From an optimization exercise on the open Yosys and OpenROAD flow, aimed at small area, a short achievable clock period and few clock cycles per item; shortcuts taken in it are not production practice.
Function was not checked in any run shown here: the RTL went through the layout flow alone.
Power figures rest on the tool's default switching activity, not on a simulated workload.

$ cat flow/flow/run.sh
#!/bin/bash
# Standard ORFS layout (the standard.sh), with two flow knobs changed:
#  - port buffers are buf_1 cells instead of the resizer's default pick;
set -euo pipefail
export BUFFER_PORTS_ARGS="-buffer_cell sky130_fd_sc_hd__buf_1"
export SETUP_SLACK_MARGIN="${SETUP_SLACK_MARGIN_OVERRIDE:-6}"
bash standard.sh > standard_flow.log 2>&1
$ cat flow/constraint.sdc
create_clock -name core_clock -period 10.0 [get_ports {clk}]
set_input_delay 2.0000 -clock core_clock [delete_from_list [all_inputs] [get_ports {clk}]]
set_output_delay 2.0000 -clock core_clock [all_outputs]
set_load 0.01 [all_outputs]
$ cat flow/standard.sh
#!/bin/bash
# synth_recipe.tcl (not shown) runs the flow's synth.tcl, then flattens the netlist and writes it again
# the make line also repeats each setting of config.mk as NAME=value (left out here)
make -C /OpenROAD-flow-scripts/flow DESIGN_CONFIG=/design/flow/config.mk WORK_HOME=/design/flow/orfs CLKGATE_MAP_FILE= SYNTH_SCRIPT=/design/flow/synth_recipe.tcl "${@:-finish}"
$ cat flow/config.mk
export PLATFORM = sky130hd
export DESIGN_NAME = dds_freq_scaler
export DESIGN_NICKNAME = dds_freq_scaler
export VERILOG_FILES = /design/flow/design.v
export SDC_FILE = /design/flow/constraint.sdc
export NUM_CORES = 4
export LEC_CHECK = 0
export CAP_MARGIN = 20
export CORE_MARGIN = 2
export CORE_UTILIZATION = 40
export SLEW_MARGIN = 20
$ cat flow/design.v
module dds_freq_scaler (
    input  wire        clk,
    input  wire        rst,                 
    input  wire        in_valid,
    output wire        in_ready,
    input  wire [47:0] in_q,
    input  wire [31:0] in_ref,
    output wire        out_valid,
    input  wire        out_ready,
    output wire [27:0] out_word,
    output reg  [1:0]  out_err
);
    reg         idle;                       
    reg         busy;                       
    reg         fin;                        
    reg         outv;                       
    reg  [4:0]  cnt;
    reg  [31:0] r;                          
    reg  [32:0] rem;                        
    reg  [28:0] sr;                         
    reg         bad;                        
    wire        sub   = ~rem[32];
    wire [32:0] t     = {rem[31:0], sr[28]};
    wire [32:0] rnew  = t + ({33{sub}} ^ {1'b0, r}) + {32'd0, sub};
    wire        q_bit = ~rnew[32];
    wire        first = (cnt == 5'd0);
    wire        last  = (cnt == 5'd29);
    wire [27:0] a     = sr[28:1];
    wire        rnd   = sr[0];
    wire [27:0] w     = a + {27'd0, rnd};
    wire        ref0  = (r == 32'd0);
    assign in_ready  = idle;
    assign out_valid = outv;
    assign out_word  = sr[27:0];
    always @(posedge clk) begin
        if (rst) begin
            idle <= 1'b1;
            busy <= 1'b0;
            fin  <= 1'b0;
            outv <= 1'b0;
        end else begin
            if (idle && in_valid) begin
                idle <= 1'b0;
                busy <= 1'b1;
            end
            if (busy && (last || (first && (bad || q_bit)))) begin
                busy <= 1'b0;
                fin  <= 1'b1;
            end
            if (fin) begin
                fin  <= 1'b0;
                outv <= 1'b1;
            end
            if (outv && out_ready) begin
                outv <= 1'b0;
                idle <= 1'b1;
            end
        end
    end
    always @(posedge clk) begin
        cnt <= idle ? 5'd0 : cnt + 5'd1;
        rem <= idle ? {3'b000, in_q[46:17]} : rnew;
        if (idle) begin
            r   <= in_ref;
            bad <= in_q[47];
        end else if (busy && first) begin
            bad <= bad | q_bit;
        end
        if (idle)
            sr <= {in_q[16:0], 12'd0};
        else if (busy)
            sr <= {sr[27:0], q_bit};
        else if (fin) begin
            sr[27:0] <= bad ? 28'd0 : w;
            if (ref0)
                out_err <= 2'd2;
            else if (bad | (&a & rnd))
                out_err <= 2'd1;
            else
                out_err <= 2'd0;
        end
    end
endmodule
==> reports/results.txt, run 1 <==
Final setup TNS = 0 ps
Synth top area cells = edfxtp_1 (23%), dfxtp_1 (16%), xnor2_1 (8.1%)
Routed vias = 5427
Drt first pass iters = 5
CP required = 10120 ps
Final Slew Violations = 0
WL per Instance = 15.1 um
GPL Wtd Cong = 0.812
Final setup violation count = 0
CP Class = reg2reg
Critical Path Start Type = flop
Status = finished clean
Max cap viols = 0
Mapped Cells = 743
R2r endpoint = bad
RSZ-0062 raised after global routing = false
Syn Nets = 864
Hold_buf cts = 0
Clk sink count = 106
Main synth FF type = dfxtp_1
Reg2reg start = rem[32]
Sequential area share after synthesis = 39.4%
R2r worst-path depth = 9
Netlist cell types = 62
Slew at the pin with the worst max-slew slack = 978 ps
Fraction of synthesis flops using an asynchronous set or reset pin = 0%
Final ANT Viol Nets = 0
#FFs+latches synth = 106
Detailed placer's ending HPWL = 11300 um
Starting density of the core = 40.7%
Smallest hold slack = 480 ps
Average cell area after synthesis = 9.02 um2
Critical Path Source = rem[32]
Slew margin rel. = 34.8%
Tcrit/Tclk final = 36.7%
Non-filler instance count after layout = 1032
Cell taking the most area after synthesis = edfxtp_1
Post-route DRC violation count = 0
I/O Buffers = 115
GRT Max-Usage Layer = met2
Final setup skew = 5.94 ps
Setup crit end kind = flop
Largest net degree at the start of global routing = 77
Clock latency (worst-skew pair) = 360 ps
Die span in x = 133 um
Yosys top cell area share = 23.3%
Global Route met3 Usage = 2.85%
GR Util met1 = 24.3%
Crit path capture = bad
Cell area after synthesis = 6710 um2
Die area = 17800 um2
Critical path peak fanout = 33
Area Overhead vs Synth = 9.89%
Filler cell count in the final layout = 1687
Overflow after GRT = 0
Number of global-route vias before repair = 5231
Core area = 16500 um2
Post-CTS setup buffer count = 0
FF-to-FF setup slack = 6330 ps
H-Tree Depth = 3
Hold WC Path Type = reg2reg
Share of cells above drive strength 1 = 3.82%
Crit path DAT = 3790 ps
Commonest cells in the netlist = nand2_1 (83), xnor2_1 (62), nor2_1 (56)
Antenna violations before repair = 0
Maximum clock frequency = 273 MHz
Met2 global-route usage = 29.2%
N_diodes = 0
LEAKAGE = 2.70 nW
Rows = 47
Vias per inst = 5.26
Placed cell area = 7090 um2
Final instance area = 7370 um2
Clock slew seen by the registers of the worst setup and hold paths = 70 ps
CTS tree = yes
Post-layout util = 44.7%
Most frequent cell after synthesis = nand2_1
EDFF count, synth = 52
CTS Root Buffer Type = clkbuf_16
Fin crit period = 3670 ps
WL final = 15500 um
IO Count = 116
VDD IR max = 136 uV
First-iteration detailed-routing DRC count = 291
PostCTS Resize Cnt = 0
Die Span Y = 133 um
CTS Buf Count = 9
First-pass GRT wire length = 25700 um
Fin nets = 928
Final hold violations = 0
Clock buffer depth = 2
All-Layer GR Usage = 17.9%
Post-Place Cells = 1016
PD cells = 293 nW/um2
Synth Warn # = 1
metrics by stage:
stage | total power, mW | setup WS [ps]
floorplan | 1.57 | 6620
global placement | 1.81 | 6400
detailed placement | 1.81 | 6300
CTS | 2.17 | 6290
global route | 2.35 | 6080
finish | 2.16 | 6330
registers in the layout (all words and copies together), names as in the netlist:
| register | flops |
|---|---|
| bad | 1 |
| busy | 1 |
| cnt | 5 |
| fin | 1 |
| idle | 1 |
| out_err | 2 |
| outv | 1 |
| r | 32 |
| rem | 33 |
| sr | 29 |
per-layer routing:
layer / wire length, um / part of all wire (%)
met1: 7590 / 49
met3: 642 / 4.1
met2: 7080 / 46
met4: 240 / 1.5
met5: 0 / 0
logic make-up after synthesis:
kind of cell / Yosys count / share of synthesized area (%)
AO/OA/AOI/OAI: 186 / 18.5
buffers and inverters: 87 / 6.44
adder cells (fa/ha/maj): 37 / 7.02
XOR/XNOR: 79 / 10.3
AND/OR/NAND/NOR: 243 / 17.5
multiplexers: 5 / 0.784
flip-flops: 106 / 39.4
worst min-delay path by stage:
stage | startpoint | end | depth (start not counted)
finish | cnt[0] | cnt[0] | 1
floorplan | cnt[0] | cnt[0] | 1
CTS | cnt[0] | cnt[0] | 1
detailed placement | cnt[0] | cnt[0] | 1
global route | cnt[0] | cnt[0] | 1
global placement | cnt[0] | cnt[0] | 1
where the power goes:
part / internal, mW / leakage, nW / switching (mW) / total (mW)
clock: 0.183 / 0.143 / 0.165 / 0.348
combinational: 0.489 / 1.58 / 0.672 / 1.16
sequential: 0.561 / 0.974 / 0.0883 / 0.650
critical path, stage by stage (launching register included):
cell,delay [ps]
dfxtp_2,980
xnor2_1,160
ha_1,390
nor2b_4,160
o311a_1,310
o21a_1,230
o41a_1,530
a21oi_1,240
o211ai_2,170
o31a_1,260
layout by cell type, fill, tap and decap left out, types with 7 or more instances in the layout:
| cell type | Yosys | layout |
|---|---|---|
| buf_1 | 7 | 115 |
| nand2_1 | 83 | 83 |
| xnor2_1 | 62 | 62 |
| nor2_1 | 56 | 56 |
| edfxtp_1 | 52 | 52 |
| dfxtp_1 | 54 | 52 |
| o21ai_0 | 50 | 50 |
| a21oi_1 | 40 | 40 |
| ha_1 | 36 | 36 |
| inv_1 | 23 | 23 |
| xor2_1 | 17 | 17 |
| nand4_1 | 17 | 17 |
| nor3_1 | 17 | 17 |
| nand3_1 | 16 | 16 |
| a21o_1 | 14 | 14 |
| a211oi_1 | 10 | 10 |
| nor4_1 | 10 | 10 |
| nand2b_1 | 10 | 10 |
| clkbuf_16 | 0 | 9 |
| o21a_1 | 8 | 8 |
| a22oi_1 | 8 | 8 |
| a222oi_1 | 7 | 7 |
layout make-up:
class / instances / area (um2) / share of cell area [%]
inverters: 23 / 86.3 / 1.17
clock inverters: 4 / 25.0 / 0.340
multi-input cells: 550 / 3630 / 49.3
clock buffers: 12 / 256 / 3.48
flip-flops and latches: 106 / 2650 / 35.9
well taps: 220 / 275 / 3.74
repair buffers: 117 / 447 / 6.06
==> inputs of run 2 (changes only) <==
==> flow/flow/run.sh (replaced) <==
#!/bin/bash
# Standard ORFS layout (the standard.sh), with two flow knobs changed:
#  - port buffers are buf_1 cells instead of the resizer's default pick;
set -euo pipefail
export BUFFER_PORTS_ARGS="-buffer_cell sky130_fd_sc_hd__buf_1"
export SETUP_SLACK_MARGIN="${SETUP_SLACK_MARGIN_OVERRIDE:-7.2}"
bash standard.sh > standard_flow.log 2>&1
==> run 2 against run 1 <==
Effect of this change: sequential power fell by 5.5%; worst hold slack got worse by 10 ps; wire length rose by 11%; total power rose by 12%; register-to-register slack improved by 720 ps; critical endpoint is now rem[28].
==> reports/results.txt, run 2 <==
Status = finished clean
Cell area after synthesis = 6710 um2 (unchanged)
Antenna violations before repair = 0 (unchanged)
Drt first pass iters = 5 (unchanged)
Fin nets = 993 (+7.0%)
Clock slew seen by the registers of the worst setup and hold paths = 80 ps (about the same)
Metal-1 WL = 8100 um (+6.8%)
I/O Buffers = 115 (unchanged)
Syn Nets = 864 (unchanged)
Critical Path Start Type = flop
Rows = 47 (unchanged)
#FFs+latches synth = 106 (unchanged)
CTS Root Buffer Type = clkbuf_16
Maximum clock frequency = 339 MHz (+24%)
Leading registers by flop count = rem: 33 flops, r: 32 flops, sr: 29 flops
CP Class = reg2reg
Filler cell count in the final layout = 1591 (-5.7%)
Synth top area cells = edfxtp_1 (23%), dfxtp_1 (16%), xnor2_1 (8.1%)
CTS Buf Count = 9 (unchanged)
Highest Signal Layer = met4
Synth Warn # = 1 (unchanged)
Clock share of power = 14.9% (-1.2 points)
R2r worst-path depth = 11 (+2)
Final instance area = 8320 um2 (+13%)
Main synth FF type = dfxtp_1
Sw Ratio = 42.1% (-0.70 points)
Post-Place Cells = 1016 (unchanged)
Yosys top cell area share = 23.3% (unchanged)
Dpl ws = 6390 ps (+84.1 ps)
Clock latency (worst-skew pair) = 360 ps (about the same)
Met2 Wirelength = 8040 um (+14%)
Fin crit period = 2950 ps (-716 ps)
Tcrit/Tclk final = 29.5% (-7.2 points)
Die Span Y = 133 um (unchanged)
VDD IR max = 137 uV (+0.82%)
Clk sink count = 106 (unchanged)
Max cap viols = 0 (unchanged)
FF/Latch Area = 2690 um2 (+1.6%)
Final setup TNS = 0 ps (unchanged)
Post-route DRC violation count = 0 (unchanged)
Placed cell area = 7120 um2 (+0.44%)
Net switching power = 1.02 mW (+10%)
Final setup skew = 11.7 ps (+5.80 ps)
All-Layer GR Usage = 19.3% (+1.3 points)
Starting density of the core = 40.7% (unchanged)
Seq pwr share = 25.4% (-4.7 points)
Final Slew Violations = 0 (unchanged)
RSZ-0062 raised after global routing = true
Final hold violations = 0 (unchanged)
Vias per inst = 5.27 (+0.12%)
Final WS setup = 7050 ps (+716 ps)
Final ANT Viol Nets = 0 (unchanged)
First-iteration detailed-routing DRC count = 515 (+77%)
Multi-input gate area = 3850 um2 (+6.1%)
Share of cells above drive strength 1 = 19.5% (+16 points)
IO Count = 116 (unchanged)
Routed vias = 5776 (+6.4%)
Average cell area after synthesis = 9.02 um2 (unchanged)
Commonest cells in the netlist = nand2_1 (83), xnor2_1 (62), nor2_1 (56)
Slew margin rel. = 37.3% (+2.5 points)
Mapped Cells = 743 (unchanged)
Largest net degree at the start of global routing = 90 (+17%)
Crit path DAT = 3200 ps (-590 ps)
Setup crit end kind = flop
Core area = 16500 um2 (unchanged)
Max reg flops = 33 (unchanged)
WHS Path Cells = 1 (unchanged)
Non-filler instance count after layout = 1097 (+6.3%)
Clock buffer depth = 2 (unchanged)
Overflow after GRT = 0 (unchanged)
H-Tree Depth = 3 (unchanged)
Die area = 17800 um2 (unchanged)
First-pass GRT wire length = 27400 um (+6.4%)
Detailed placer's ending HPWL = 11400 um (+0.38%)
WL per Instance = 15.8 um (+4.7%)
Slew at the pin with the worst max-slew slack = 941 ps (-37.2 ps)
Most frequent cell after synthesis = nand2_1
WL final = 17300 um (+11%)
Total power = 2.42 mW (+12%)
Area Overhead vs Synth = 24.1%
Combinational power share = 59.7% (+5.9 points)
Most common library cell in the layout ignoring fill and taps = buf_1
EDFF count, synth = 52 (unchanged)
PD cells = 291 nW/um2 (-0.65%)
Netlist cell types = 62 (unchanged)
Final setup violation count = 0 (unchanged)
N_diodes = 0 (unchanged)
Cell taking the most area after synthesis = edfxtp_1
Commonest non-fill, non-tap cells in the layout = buf_1 (86), nand2_1 (82), buf_4 (59)
Int Pwr = 1.40 mW (+14%)
CTS tree = yes
Fraction of synthesis flops using an asynchronous set or reset pin = 0% (unchanged)
Sequential area share after synthesis = 39.4% (unchanged)
Hold WC Path Type = reg2reg
GPL Wtd Cong = 0.826 (+1.7%)
Die span in x = 133 um (unchanged)
CP required = 10240 ps (+120 ps)
Critical path peak fanout = 6 (-82%)
WL met3 = 882 um (+37%)
Largest reg by FF count = rem
LEAKAGE = 3.22 nW (+19%)
Number of global-route vias before repair = 5422 (+3.7%)
-- run 2: power groups by stage --
stage	clock network (mW)	registers, mW	logic, mW
finish	0.361	0.614	1.45
detailed placement	0	0.662	1.16
CTS	0.371	0.615	1.33
global route	0.390	0.624	1.60
global placement	0	0.662	1.15
floorplan	0	0.614	0.978
-- run 2: what timing repair did --
item	in CTS	in global routing
gates resized for setup	73	42
cloned	0	0
pin swaps	10	20
buffers inserted	49	16
hold buffers	0	0
setup endpoints to repair	61	54
-- run 2: final timing paths --
path / slack (ps) / endpoint / from
min reg2reg: 470 / cnt[0] / cnt[0]
min: 470 / cnt[0] / cnt[0]
max: 7050 / rem[28] / rem[32]
max reg2reg: 7050 / rem[28] / rem[32]
-- run 2: worst max-delay path, stage by stage, from the launching register on --
cell and delay, ps:
dfxtp_4 390, buf_12 130, xnor2_4 160, ha_4 220, nor2b_4 120, o311a_1 340, o21a_1 220, o41a_1 490
buf_4 170, a21o_1 200, a311o_1 270, o221a_2 120
-- run 2: cell type report --
| class | instances | share of cell area [%] |
|---|---|---|
| inverters | 23 | 1.04 |
| clock inverters | 6 | 0.782 |
| well taps | 220 | 3.31 |
| flip-flops and latches | 106 | 32.3 |
| multi-input cells | 550 | 46.3 |
| repair buffers | 182 | 13.5 |
| clock buffers | 10 | 2.75 |
-- run 2: metal layers --
metal	up-vias	GRT usage, %
li1	2933	-
met1	2687	26.6
met2	137	30.3
met3	19	4.72
met4	0	5.14
met5	-	0
-- run 2: cell families (layout without fill, tap and decap cells) --
group                      Yosys count  in the layout  synth area share (%)
adders and majority gates           37             37                  7.02
AOI/OAI and AO/OA                  186            186                  18.5
and+or+nand+nor                    243            243                  17.5
xor gates and xnor gates            79             79                  10.3
buffers and inverters               87            221                  6.44
DFF                                106            106                  39.4
muxes                                5              5                 0.784
-- run 2: metrics by stage --
stage | hold slack (ps) | utilization (%)
floorplan | 430 | -
global placement | 448 | 43.2
detailed placement | 461 | 43.2
CTS | 479 | 49.0
global route | 520 | 50.5
finish | 469 | 50.5
==> inputs of run 3 (changes only) <==
--- a/flow/design.v
+++ b/flow/design.v
@@ -21,7 +21,8 @@
     reg         bad;                        
     wire        sub   = ~rem[32];
     wire [32:0] t     = {rem[31:0], sr[28]};
-    wire [32:0] rnew  = t + ({33{sub}} ^ {1'b0, r}) + {32'd0, sub};
+    wire [33:0] sum   = {t, 1'b1} + {{33{sub}} ^ {1'b0, r}, sub};
+    wire [32:0] rnew  = sum[33:1];
     wire        q_bit = ~rnew[32];
     wire        first = (cnt == 5'd0);
     wire        last  = (cnt == 5'd29);
==> flow/flow/run.sh (replaced) <==
#!/bin/bash
# Standard ORFS layout (the standard.sh), with two flow knobs changed:
#  - port buffers are buf_1 cells instead of the resizer's default pick;
set -euo pipefail
export BUFFER_PORTS_ARGS="-buffer_cell sky130_fd_sc_hd__buf_1"
export SETUP_SLACK_MARGIN="${SETUP_SLACK_MARGIN_OVERRIDE:-7.0}"
bash standard.sh > standard_flow.log 2>&1
==> run 3 against run 2 <==
Effect of this change: die area is 1.5% lower; cell count is 4.2% lower; still clean on timing, DRC and antenna; worst hold slack improved by 4.9 ps; highest routed layer unchanged; final area is 4.1% lower; largest cell class unchanged; clock-buffer cell count is the same.
==> reports/results.txt, run 3 <==
Detailed placer's ending HPWL = 11100 um (-2.1%)
Final ANT Viol Nets = 0 (unchanged)
Mapped Cells = 704 (-5.2%)
Routed vias = 5628 (-2.6%)
Clk sink count = 106 (unchanged)
LEAKAGE = 2.96 nW (-8.1%)
All-Layer GR Usage = 18.3% (-0.93 points)
RSZ-0062 raised after global routing = true
Drt first pass iters = 5 (unchanged)
Number of global-route vias before repair = 5349 (-1.3%)
Clock buffer depth = 2 (unchanged)
Clock latency (worst-skew pair) = 360 ps (about the same)
Starting density of the core = 41.3% (+0.54 points)
Tcrit/Tclk final = 29.7% (+0.22 points)
IO Count = 116 (unchanged)
Yosys top cell area share = 23.7% (+0.37 points)
Non-filler instance count after layout = 1051 (-4.2%)
Crit path DAT = 970 ps (-2230 ps)
Hold WC Path Type = reg2reg
Synth top area cells = edfxtp_1 (24%), dfxtp_1 (16%), xnor2_1 (8.5%)
Commonest non-fill, non-tap cells in the layout = buf_1 (114), nand2_1 (71), xnor2_1 (60)
CP Class = reg2out
Hold_buf cts = 0 (unchanged)
H-Tree Depth = 3 (unchanged)
Fin nets = 951 (-4.2%)
Post-route DRC violation count = 0 (unchanged)
CTS Buf Count = 9 (unchanged)
Status = finished clean
Vias per inst = 5.35 (+1.7%)
Critical-path top delay cell = edfxtp_1
CTS Root Buffer Type = clkbuf_16
Clock slew seen by the registers of the worst setup and hold paths = 80 ps (about the same)
Die Span Y = 132 um (-0.75%)
CP max stage delay = 450 ps (-40 ps)
First-pass GRT wire length = 26100 um (-4.7%)
Most common library cell in the layout ignoring fill and taps = buf_1
#FFs+latches synth = 106 (unchanged)
Final hold violations = 0 (unchanged)
Smallest hold slack = 474 ps (+4.85 ps)
Cell taking the most area after synthesis = edfxtp_1
Critical path peak fanout = 4 (-2)
Die area = 17500 um2 (-1.5%)
Cell area after synthesis = 6600 um2 (-1.5%)
Largest net degree at the start of global routing = 98 (+8.9%)
CP required = 8000 ps (-2240 ps)
GPL Wtd Cong = 0.864 (+4.7%)
N_diodes = 0 (unchanged)
Worst Path Buf+Inv = 1 (-1)
Critical Path Start Type = flop
Main synth FF type = dfxtp_1
Setup crit end kind = output pin
Most frequent cell after synthesis = nand2_1
Maximum clock frequency = 336 MHz (-0.73%)
CTS tree = yes
Antenna violations before repair = 0 (unchanged)
EDFF count, synth = 52 (unchanged)
Core area = 16000 um2 (-2.8%)
Crit path cell chain = clkbuf_2
Final setup skew = 8.10 ps (-3.64 ps)
Average cell area after synthesis = 9.38 um2 (+3.9%)
WL final = 16400 um (-5.1%)
Sequential area share after synthesis = 40.0% (+0.62 points)
Fraction of synthesis flops using an asynchronous set or reset pin = 0% (unchanged)
Final setup violation count = 0 (unchanged)
Max cap viols = 0 (unchanged)
I/O Buffers = 115 (unchanged)
Final setup TNS = 0 ps (unchanged)
Share of cells above drive strength 1 = 16.4% (-3.1 points)
First-iteration detailed-routing DRC count = 346 (-33%)
Slew at the pin with the worst max-slew slack = 963 ps (+22.0 ps)
Die span in x = 132 um (-0.75%)
VDD IR max = 149 uV (+8.4%)
Slew margin rel. = 35.8% (-1.5 points)
PD cells = 297 nW/um2 (+1.9%)
CP top delay family = flip-flops
Post-Place Cells = 981 (-3.4%)
Max reg flops = 33 (unchanged)
Synth Warn # = 1 (unchanged)
Leading registers by flop count = rem: 33 flops, r: 32 flops, sr: 29 flops
Syn Nets = 825 (-4.5%)
Area Overhead vs Synth = 20.9%
Largest reg by FF count = rem
Overflow after GRT = 0 (unchanged)
WL per Instance = 15.6 um (-0.97%)
Final Slew Violations = 0 (unchanged)
Rows = 46 (-2.1%)
Fin crit period = 2970 ps (+21.9 ps)
Commonest cells in the netlist = nand2_1 (77), xnor2_1 (64), dfxtp_1 (54)
Filler cell count in the final layout = 1550 (-2.6%)
Netlist cell types = 75 (+21%)
## run 3: path summary, 6_finish.rpt
kind | slack [ps] | cells past startpoint | endpoint | start
max | 7030 | 1 | out_word[26] | sr[26]
min | 470 | 1 | cnt[0] | cnt[0]
max reg2reg | 7030 | 14 | bad | rem[32]
min reg2reg | 470 | 1 | cnt[0] | cnt[0]
## run 3: final cells by class
type | count | area [um2] | share of cell area [%]
multi-input combinational | 520 | 3750 | 47.0
sequential | 106 | 2660 | 33.3
clock buffer | 10 | 229 | 2.87
tap | 216 | 270 | 3.39
timing repair buffer | 172 | 921 | 11.5
clock inverter | 6 | 67.6 | 0.846
inverter | 21 | 78.8 | 0.987
## run 3: metrics by stage
step	setup slack [ps]	util (%)	cell area, um2	power (mW)
3_5_place_dp	6440	43.7	6990	1.72
4_1_cts	7000	46.6	7460	2.13
2_1_floorplan	7020	-	6610	1.52
6_report	7030	49.9	7980	2.37
5_1_grt	6890	49.9	7980	2.55
3_3_place_gp	6540	43.7	6990	1.71
## run 3: logic make-up (layout without fill, tap and decap cells)
| kind of cell | after synthesis | after routing | share of synthesized area (%) |
|---|---|---|---|
| AND/OR/NAND/NOR | 219 | 219 | 16.5 |
| AO/OA/AOI/OAI | 175 | 175 | 18.0 |
| flip-flops | 106 | 106 | 40.0 |
| XOR/XNOR | 82 | 82 | 10.9 |
| buffers and inverters | 78 | 209 | 6.29 |
| adder cells (fa/ha/maj) | 37 | 37 | 7.01 |
| multiplexers | 7 | 7 | 1.23 |
## run 3: power by group
part / internal (mW) / switching [mW]
combinational: 0.648 / 0.754
sequential: 0.552 / 0.0520
clock: 0.194 / 0.167
total: 1.39 / 0.974
## run 3: metal layers
metal / wire, um / vias up / global-route usage [%]
li1: - / 2785 / -
met1: 7290 / 2671 / 23.7
met2: 8070 / 149 / 30.7
met3: 725 / 23 / 2.95
met4: 338 / 0 / 7.29
met5: 0 / - / 0
## run 3: timing repair
item                       CTS  global route
setup endpoints to repair   43            20
pin swaps                    0            30
setup buffers               15            39
gates resized for setup      7            55
==> inputs of run 4 (changes only) <==
--- a/flow/config.mk
+++ b/flow/config.mk
@@ -7,5 +7,6 @@
 export LEC_CHECK = 0
 export CAP_MARGIN = 20
 export CORE_MARGIN = 2
-export CORE_UTILIZATION = 40
+export CORE_UTILIZATION = 60
+export CTS_BUF_LIST = sky130_fd_sc_hd__clkbuf_4 sky130_fd_sc_hd__clkbuf_8
 export SLEW_MARGIN = 20
==> run 4 against run 3 <==
Effect of this change: sequential power about the same; synthesized cell count unchanged; global-route usage increased by 7.3 points; setup slack got worse by 12 ps; clock skew increased by 1.0 ps; clock-buffer cell count increased by 1; total power decreased by 7.1%; first-iteration DRC count increased by 16%; critical path depth unchanged; register-to-register slack about the same; synthesized area unchanged; critical endpoint is now out_word[20].
==> reports/results.txt, run 4 <==
Status = finished clean
CP top delay family = flip-flops
Rows = 38 (-17%)
Starting density of the core = 61.2% (+20 points)
Largest reg by FF count = rem
Final Slew Violations = 0 (unchanged)
Largest net degree at the start of global routing = 82 (-16%)
Clk sink count = 106 (unchanged)
Worst Path Buf+Inv = 1 (unchanged)
Fraction of synthesis flops using an asynchronous set or reset pin = 0% (unchanged)
I/O Buffers = 115 (unchanged)
Critical-path top delay cell = edfxtp_1
Post-route DRC violation count = 0 (unchanged)
All-Layer GR Usage = 25.6% (+7.3 points)
Fin nets = 933 (-1.9%)
EDFF count, synth = 52 (unchanged)
IO Count = 116 (unchanged)
CTS Root Buffer Type = clkbuf_8
Cell area after synthesis = 6600 um2 (unchanged)
Critical path peak fanout = 2 (-2)
Core area = 10800 um2 (-33%)
Maximum clock frequency = 335 MHz (-0.40%)
Netlist cell types = 75 (unchanged)
Fin crit period = 2990 ps (+11.9 ps)
Cell taking the most area after synthesis = edfxtp_1
Share of cells above drive strength 1 = 14.8% (-1.6 points)
GPL Wtd Cong = 0.826 (-4.4%)
Drt first pass iters = 6 (+1)
Max cap viols = 0 (unchanged)
Final ANT Viol Nets = 0 (unchanged)
Slew margin rel. = 43.1% (+7.3 points)
Clock buffer depth = 2 (unchanged)
Hold WC Path Type = reg2reg
Leading registers by flop count = rem: 33 flops, r: 32 flops, sr: 29 flops
Most common library cell in the layout ignoring fill and taps = buf_1
Final hold violations = 0 (unchanged)
Non-filler instance count after layout = 957 (-8.9%)
PD cells = 288 nW/um2 (-2.8%)
Smallest hold slack = 477 ps (+2.76 ps)
Clock slew seen by the registers of the worst setup and hold paths = 100 ps (+20 ps)
Final instance area = 7630 um2 (-4.4%)
Mapped Cells = 704 (unchanged)
Crit path cell chain = buf_1
Main synth FF type = dfxtp_1
CTS Buf Count = 9 (unchanged)
Commonest cells in the netlist = nand2_1 (77), xnor2_1 (64), dfxtp_1 (54)
Tcrit/Tclk final = 29.9% (+0.12 points)
Final setup skew = 9.13 ps (+1.03 ps)
Final setup violation count = 0 (unchanged)
Critical Path Start Type = flop
CP required = 8000 ps (about the same)
Vias per inst = 5.75 (+7.3%)
WL final = 15400 um (-6.3%)
Post-Place Cells = 905 (-7.7%)
Routed vias = 5499 (-2.3%)
Area Overhead vs Synth = 15.6%
Clock latency (worst-skew pair) = 390 ps (+30 ps)
Syn Nets = 825 (unchanged)
Commonest non-fill, non-tap cells in the layout = buf_1 (112), nand2_1 (75), xnor2_1 (58)
LEAKAGE = 2.86 nW (-3.4%)
CP Class = reg2out
Synth top area cells = edfxtp_1 (24%), dfxtp_1 (16%), xnor2_1 (8.5%)
Setup crit end kind = output pin
Sequential area share after synthesis = 40.0% (unchanged)
Slew at the pin with the worst max-slew slack = 850 ps (-113 ps)
Antenna violations before repair = 0 (unchanged)
Max reg flops = 33 (unchanged)
Most frequent cell after synthesis = nand2_1
R2r worst-path depth = 11 (-3)
First-pass GRT wire length = 23600 um (-9.5%)
First-iteration detailed-routing DRC count = 400 (+16%)
Synth Warn # = 1 (unchanged)
#FFs+latches synth = 106 (unchanged)
Placed cell area = 6900 um2 (-1.4%)
Stages on the worst setup path = 1 (unchanged)
Die Span Y = 109 um (-18%)
Crit path DAT = 990 ps (+20 ps)
VDD IR max = 189 uV (+27%)
N_diodes = 0 (unchanged)
Die area = 11900 um2 (-32%)
CTS tree = yes
Die span in x = 109 um (-18%)
H-Tree Depth = 3 (unchanged)
WL per Instance = 16.1 um (+2.9%)
Yosys top cell area share = 23.7% (unchanged)
RSZ-0062 raised after global routing = true
Post-layout util = 70.7% (+21 points)
WHS Path Cells = 1 (unchanged)
Overflow after GRT = 0 (unchanged)
Detailed placer's ending HPWL = 10600 um (-5.2%)
Average cell area after synthesis = 9.38 um2 (unchanged)
CP max stage delay = 430 ps (-20 ps)
Number of global-route vias before repair = 5122 (-4.2%)
Final setup TNS = 0 ps (unchanged)
[run 4: path summary, 6_finish.rpt]
path            from            to  slack, ps
max           sr[20]  out_word[20]       7010
min           cnt[0]        cnt[0]        480
max reg2reg  rem[32]           bad       7040
min reg2reg   cnt[0]        cnt[0]        480
[run 4: power by group]
group	total, mW	internal [mW]	switching [mW]
logic	1.31	0.582	0.731
registers	0.604	0.551	0.0536
clock network	0.283	0.131	0.152
total	2.20	1.26	0.937
[run 4: through the flow]
step | total power [mW] | setup slack, ps
after detailed placement | 1.72 | 6470
after global routing | 2.37 | 6870
final | 2.20 | 7010
after CTS | 2.04 | 7000
after global placement | 1.70 | 6580
after floorplan | 1.52 | 7020
[run 4: final cells by class]
class	instances	area (um2)
multi-input combinational	520	3740
fill	872	3160
sequential	106	2680
timing repair buffer	154	747
tap	140	175
clock buffer	11	151
inverter	21	78.8
clock inverter	5	61.3
[run 4: routing by layer]
metal	part of all wire, %	global-route usage [%]	vias up
met5	0	0	-
met4	1.6	9.98	0
met3	4.1	3.23	18
met2	51	46.3	128
met1	43	30.8	2603
li1	-	-	2750
[run 4: logic make-up after synthesis]
kind of cell	Yosys count	share of synthesized area, %
and+or+nand+nor	219	16.5
AOI/OAI and AO/OA	175	18.0
DFF	106	40.0
xor gates and xnor gates	82	10.9
buffers and inverters	78	6.29
adders and majority gates	37	7.01
muxes	7	1.23
[run 4: repair_timing]
item | in CTS | in global routing
gates resized for setup | 11 | 53
hold buffers | 0 | 0
setup endpoints to repair | 53 | 23
pin swaps | 0 | 20
setup buffers | 24 | 12
==> inputs of run 5 (changes only) <==
--- a/flow/config.mk
+++ b/flow/config.mk
@@ -7,6 +7,6 @@
 export LEC_CHECK = 0
 export CAP_MARGIN = 20
 export CORE_MARGIN = 2
-export CORE_UTILIZATION = 60
-export CTS_BUF_LIST = sky130_fd_sc_hd__clkbuf_4 sky130_fd_sc_hd__clkbuf_8
+export CORE_UTILIZATION = 70
+export CTS_BUF_LIST = sky130_fd_sc_hd__clkbuf_2 sky130_fd_sc_hd__clkbuf_4 sky130_fd_sc_hd__clkbuf_8
 export SLEW_MARGIN = 20
==> run 5 against run 4 <==
Effect of this change: still clean; first-iteration DRC count shrank 32%; cell count is 3.2% lower; final area shrank 1.9%; wire length increased by 3.6%; global-route usage increased by 3.1 points; largest power group unchanged.
==> reports/results.txt, run 5 <==
Status = finished clean
Clock buffer depth = 2 (unchanged)
Syn Nets = 825 (unchanged)
Final Slew Violations = 0 (unchanged)
Die span in x = 101 um (-7.1%)
Rows = 35 (-7.9%)
Final setup TNS = 0 ps (unchanged)
Clock slew seen by the registers of the worst setup and hold paths = 110 ps (about the same)
Critical-path top delay cell = dfxtp_4
Overflow after GRT = 0 (unchanged)
EDFF count, synth = 52 (unchanged)
R2r worst-path depth = 11 (unchanged)
Largest net degree at the start of global routing = 86 (+4.9%)
RSZ-0062 raised after global routing = true
Mapped Cells = 704 (unchanged)
Hold WC Path Type = reg2reg
Average cell area after synthesis = 9.38 um2 (unchanged)
Commonest non-fill, non-tap cells in the layout = buf_1 (113), nand2_1 (74), xnor2_1 (62)
Fin nets = 931 (-0.21%)
PD cells = 292 nW/um2 (+1.4%)
Synth top area cells = edfxtp_1 (24%), dfxtp_1 (16%), xnor2_1 (8.5%)
Commonest cells in the netlist = nand2_1 (77), xnor2_1 (64), dfxtp_1 (54)
Slew at the pin with the worst max-slew slack = 885 ps (+34.5 ps)
Drt first pass iters = 5 (-1)
Final hold violations = 0 (unchanged)
Setup crit end kind = flop
WL per Instance = 17.2 um (+7.0%)
Netlist cell types = 75 (unchanged)
CP Class = reg2reg
Critical path peak fanout = 10 (+8)
Worst Hold Launch = cnt[0]
GPL Wtd Cong = 0.839 (+1.6%)
Crit path DAT = 3140 ps (+2150 ps)
Main synth FF type = dfxtp_1
Clock latency (worst-skew pair) = 360 ps (-30 ps)
Vias per inst = 6.13 (+6.7%)
Reg2reg start = rem[32]
CP required = 10130 ps (+2130 ps)
Tcrit/Tclk final = 30.1% (+0.23 points)
Final setup skew = 16.6 ps (+7.47 ps)
Most common library cell in the layout ignoring fill and taps = buf_1
N_diodes = 0 (unchanged)
VDD IR max = 221 uV (+17%)
CP top delay family = compound AO/OA/AOI/OAI gates
FF-to-FF setup slack = 6990 ps (-50 ps)
Die area = 10200 um2 (-14%)
First-iteration detailed-routing DRC count = 273 (-32%)
Clk sink count = 106 (unchanged)
H-Tree Depth = 3 (unchanged)
Total power = 2.19 mW (-0.44%)
R2r endpoint = bad
Number of global-route vias before repair = 5186 (+1.2%)
Post-route DRC violation count = 0 (unchanged)
Post-Place Cells = 875 (-3.3%)
Most frequent cell after synthesis = nand2_1
Max reg flops = 33 (unchanged)
CTS Root Buffer Type = clkbuf_8
Critical Path Start Type = flop
Slew margin rel. = 40.8% (-2.3 points)
IO Count = 116 (unchanged)
Routed vias = 5680 (+3.3%)
WHS Path Cells = 1 (unchanged)
CP max stage delay = 390 ps (-40 ps)
Largest reg by FF count = rem
Fraction of synthesis flops using an asynchronous set or reset pin = 0% (unchanged)
Hold EP = cnt[0]
Smallest hold slack = 488 ps (+11.2 ps)
Fin crit period = 3010 ps (+22.7 ps)
CTS tree = yes
Post-layout util = 81.5% (+11 points)
Detailed placer's ending HPWL = 10300 um (-2.1%)
Share of cells above drive strength 1 = 13.0% (-1.8 points)
WL final = 15900 um (+3.6%)
All-Layer GR Usage = 28.7% (+3.1 points)
Crit path cell chain = buf_12 -> xnor2_1 -> ha_1 -> o21ai_0 -> o21ai_2 -> a2111oi_4 -> nand2_2 -> a31oi_4 -> a311oi_4 -> xnor2_2 -> o31a_1
Cell area after synthesis = 6600 um2 (unchanged)
Max cap viols = 0 (unchanged)
Antenna violations before repair = 0 (unchanged)
LEAKAGE = 2.80 nW (-1.9%)
Core area = 9200 um2 (-15%)
Cell taking the most area after synthesis = edfxtp_1
I/O Buffers = 115 (unchanged)
Area Overhead vs Synth = 13.5%
First-pass GRT wire length = 23400 um (-0.88%)
Die Span Y = 101 um (-7.1%)
CTS Buf Count = 9 (unchanged)
Maximum clock frequency = 332 MHz (-0.76%)
Final ANT Viol Nets = 0 (unchanged)
Yosys top cell area share = 23.7% (unchanged)
Leading registers by flop count = rem: 33 flops, r: 32 flops, sr: 29 flops
Final setup violation count = 0 (unchanged)
Sequential area share after synthesis = 40.0% (unchanged)
Filler cell count in the final layout = 579 (-34%)
Starting density of the core = 71.8% (+11 points)
Synth Warn # = 1 (unchanged)
#FFs+latches synth = 106 (unchanged)
Worst Path Buf+Inv = 1 (unchanged)
Non-filler instance count after layout = 926 (-3.2%)
## run 5: cell counts after synthesis
Identical to the previous run, type by type.
## run 5: how the worst max path moves through the flow
stage                  from  cells past startpoint  slack, ps      endpoint
floorplan           rem[32]                     13       7020           bad
global placement    rem[32]                     10       6590           bad
detailed placement  rem[32]                     10       6470           bad
CTS                  sr[26]                      1       7000  out_word[26]
global route        rem[32]                     11       6950           bad
finish              rem[32]                     11       6990           bad
## run 5: kinds of logic (layout without fill, tap and decap cells)
group	after synthesis	after routing	synth area share (%)
xor+xnor	82	82	10.9
fa+ha+maj	37	37	7.01
flops	106	106	40.0
simple gates	219	219	16.5
buf+inv	78	189	6.29
compound gates	175	175	18.0
mux	7	7	1.23
## run 5: cell type report
class,count,area (um2),area share [%]
repair buffers,152,773,10.3
well taps,111,139,1.85
multi-input cells,520,3660,48.8
clock inverters,7,51.3,0.685
clock buffers,9,124,1.65
inverters,21,78.8,1.05
flip-flops and latches,106,2670,35.6
## run 5: worst reg2reg max path, delay by kind of cell, from the launching register on
family	cells	cell delay [ps]
compound gates	6	1400
xor+xnor	2	320
fa+ha+maj	1	380
buf+inv	1	150
flops	1	390
simple gates	1	130
## run 5: per-stage QoR
stage	setup WS, ps	area, um2
after global placement	6590	6860
final	6990	7490
after CTS	7000	7210
after floorplan	7020	6610
after detailed placement	6470	6860
after global routing	6950	7490
## run 5: what timing repair did
item                                   in CTS  in global routing
buffers inserted                           14                 21
hold buffers                                0                  0
resized for setup                           8                 35
pin swaps                                   0                 20
endpoints found under the hold margin       0                  0
setup endpoints to repair                  42                 24
## run 5: power by group
part | internal (mW) | total [mW] | switching (mW)
Sequential | 0.551 | 0.605 | 0.0539
Clock | 0.0927 | 0.245 | 0.153
Combinational | 0.584 | 1.34 | 0.757
Total | 1.23 | 2.19 | 0.964
## run 5: layer usage
layer	share of wire, %	vias to the layer above	track usage, %
met3	5.4	35	3.95
li1	-	2745	-
met2	52	230	52.1
met5	0	-	0
met1	40	2670	34.8
met4	2.8	0	9.88

separate check: timing with driven ports:
The flow's constraints put no driver on any port. The routed layouts listed below were extracted and timed again, unchanged, in two steps.
Step 1: set_driving_cell puts a clkbuf_16 on clk and a buf_2 on each other input, an assumption about the parent block.
Step 2 also shifts input and output timing later by t, the mid clock arrival at the registers, as if the neighbouring blocks saw the same clock.
Slacks: no drivers / after step 1 / after step 2; pairs: no drivers / after step 1.
run | shift t [ns] | setup WS [ns] | latest minus earliest clock arrival (ns)
run 1 | 0.398 | 6.331 / 6.331 / 6.331 | 0.006 / 0.006
run 2 | 0.395 | 7.047 / 7.029 / 7.047 | 0.012 / 0.012
run 3 | 0.397 | 7.025 / 6.983 / 7.027 | 0.009 / 0.008
run 4 | 0.426 | 7.013 / 6.975 / 7.039 | 0.010 / 0.010
run 5 | 0.392 | 6.991 / 6.990 / 6.991 | 0.017 / 0.017
After both steps setup and hold are still met in every run listed.
